This design comes from an exercise in tuning for small area on the open sky130 flow, not from production work. Function was checked by simulation only, so behaviour that the tests miss may differ from the original. No activity file was given, so power comes from the tool's default toggle rates.

==> flow/design.v (excerpt) <==
module od22_core (
    input  wire        clk,
    input  wire        rst,
    input  wire [87:0] cfgmem,        
    input  wire        tick,
    input  wire [7:0]  raw,
    input  wire        bus_active,
    input  wire        cmd_valid,
    input  wire [1:0]  cmd_dev,
    input  wire        cmd_gate,       
    input  wire        cmd_activate,
    input  wire        tx_done,
    output wire [3:0]  coil_g,
    output wire [3:0]  coil_r,
    output wire        daddr_valid,
    output wire [8:0]  daddr,
    output wire [10:0] xaddr,
    output wire [7:0]  fb_addr,
    output wire        tx_valid,
    output wire [7:0]  tx_addr,
    output wire        tx_half,
    output wire [3:0]  tx_data,
    output wire        ready,
    output wire        connected
);
For scale: ~920 cells after synthesis, ~200 flip-flops, about 160 I/O pins.
==> flow/config.mk <==
export PLATFORM = sky130hd
export DESIGN_NAME = od22_core
export DESIGN_NICKNAME = od22_core
export VERILOG_FILES = /design/flow/design.v
export SDC_FILE = /design/flow/constraint.sdc
export NUM_CORES = 4
export LEC_CHECK = 0
export ABC_AREA = 1
export CAP_MARGIN = 20
export CORE_MARGIN = 2
export CORE_UTILIZATION = 40
export SLEW_MARGIN = 20
==> flow/constraint.sdc <==
create_clock -name core_clock -period 10.0 [get_ports {clk}]
set_input_delay 2.0000 -clock core_clock [delete_from_list [all_inputs] [get_ports {clk}]]
set_output_delay 2.0000 -clock core_clock [all_outputs]
set_load 0.01 [all_outputs]
standard.sh (not shown) runs the stock make flow with config.mk's settings and CLKGATE_MAP_FILE= SYNTH_SCRIPT=/design/flow/synth_recipe.tcl, a recipe that flattens the netlist after the stock synthesis.
==> flow/flow/run.sh <==
#!/bin/bash
# Own layout flow: the standard layout (standard.sh) with two changes:
#  - synthesis maps the combinational logic with an area-oriented ABC script
#    (flow/area.abc); everything else in synthesis, including the flip-flop
#    mapping, is the standard one, and the registers are checked against the
#    standard synthesis (same names and cell types) before going on;
#  - port buffers are the smallest buffer (buf_1) instead of the default choice.
# Each step's full output goes to a log file in the work folder.
set -euo pipefail
W=$(pwd)
F=$W/flow
export OWN_ABC_SCRIPT=$F/area.abc
PORTBUF="BUFFER_PORTS_ARGS=-buffer_cell sky130_fd_sc_hd__buf_1"
CTS_ARGS_FILE=$F/cts.txt
EXTRA=()
if [[ -f $CTS_ARGS_FILE ]]; then
  while IFS= read -r l; do [[ -n $l ]] && EXTRA+=("$l"); done < "$CTS_ARGS_FILE"
fi

# Reference: the standard synthesis, in a folder of its own
make -C "$FLOW_HOME" DESIGN_CONFIG="$W/config.mk" WORK_HOME="$W/ref" CLKGATE_MAP_FILE= \
  SYNTH_SCRIPT="$W/synth_recipe.tcl" synth > "$W/ref_synth.log" 2>&1

# Own synthesis
bash "$W/standard.sh" SYNTH_SCRIPT="$F/synth_area.tcl" synth > "$W/own_synth.log" 2>&1

SYN=(SYNTH_SCRIPT="$F/synth_area.tcl")
regs() {
  python3 - "$1" <<'PY'
import re, sys
s = open(sys.argv[1]).read()
cells = re.findall(r'^\s*(sky130_fd_sc_hd__\w+)\s+(\S+)\s*\(', s, re.M)
ff = sorted((re.sub(r'_\d+$', '', t), n) for t, n in cells
            if re.search(r'__(e?df|sdf|sedf|dl)', t))
print('\n'.join(f'{t} {n}' for t, n in ff))
PY
}
RES=$W/orfs/results/sky130hd/od22_core/base
regs "$W/ref/results/sky130hd/od22_core/base/1_2_yosys.v" > "$W/regs_ref.txt"
regs "$RES/1_2_yosys.v" > "$W/regs_own.txt"
if ! cmp -s "$W/regs_ref.txt" "$W/regs_own.txt"; then
  echo "registers differ from the standard synthesis: using the standard netlist" | tee "$W/regs_fallback.log"
  rm -rf "$W/orfs"
  SYN=()
  bash "$W/standard.sh" synth > "$W/std_synth.log" 2>&1
fi

# The rest of the standard layout
bash "$W/standard.sh" "${SYN[@]}" "$PORTBUF" "${EXTRA[@]}" finish > "$W/layout.log" 2>&1
Other scripts of this flow, unchanged in this note and not shown: flow/flow/area.abc, flow/flow/synth_area.tcl
Rerun with:
Settings changed: CORE_UTILIZATION 40 to 70.
Result: The changed run ran to the end with no violations. Sequential cell count does not change. Via count increases by 4.1%. Design area came out lower by 1.6%. Cell count goes down by 9.9%. Worst hold slack gains 0.020 ns. Synthesized cell count does not change. Fmax stays flat. Sequential share of layout area came out higher by 0.80 points. Power falls by 0.48%.

[re-timing with driven ports]
The results above use ideal ports. As a check the final layouts listed here were re-extracted and re-timed, cells and wires unchanged. Step 1, drivers: a clkbuf_16 drives clk and a buf_2 each remaining input, both assumed. Step 2 also shifts input and output timing later by t, the mid clock arrival at the registers, as if the neighbouring blocks saw the same clock. a / b / c = no drivers / after step 1 / after step 2; a / b = the first two.
| run | t, ns | slack for setup (ns) | worst setup path after step 2 | latest minus earliest clock arrival (ns) |
|---|---|---|---|---|
| the first run | 0.477 | 3.851 / 3.835 / 3.357 | input to register | 0.013 / 0.013 |
| the second run | 0.470 | 3.859 / 3.844 / 3.374 | input to register | 0.010 / 0.010 |
After both steps setup and hold are still met in every run listed. For the first run, which loses most, drivers alone change the setup slack by -0.016 ns; drivers and shift together by -0.494 ns.
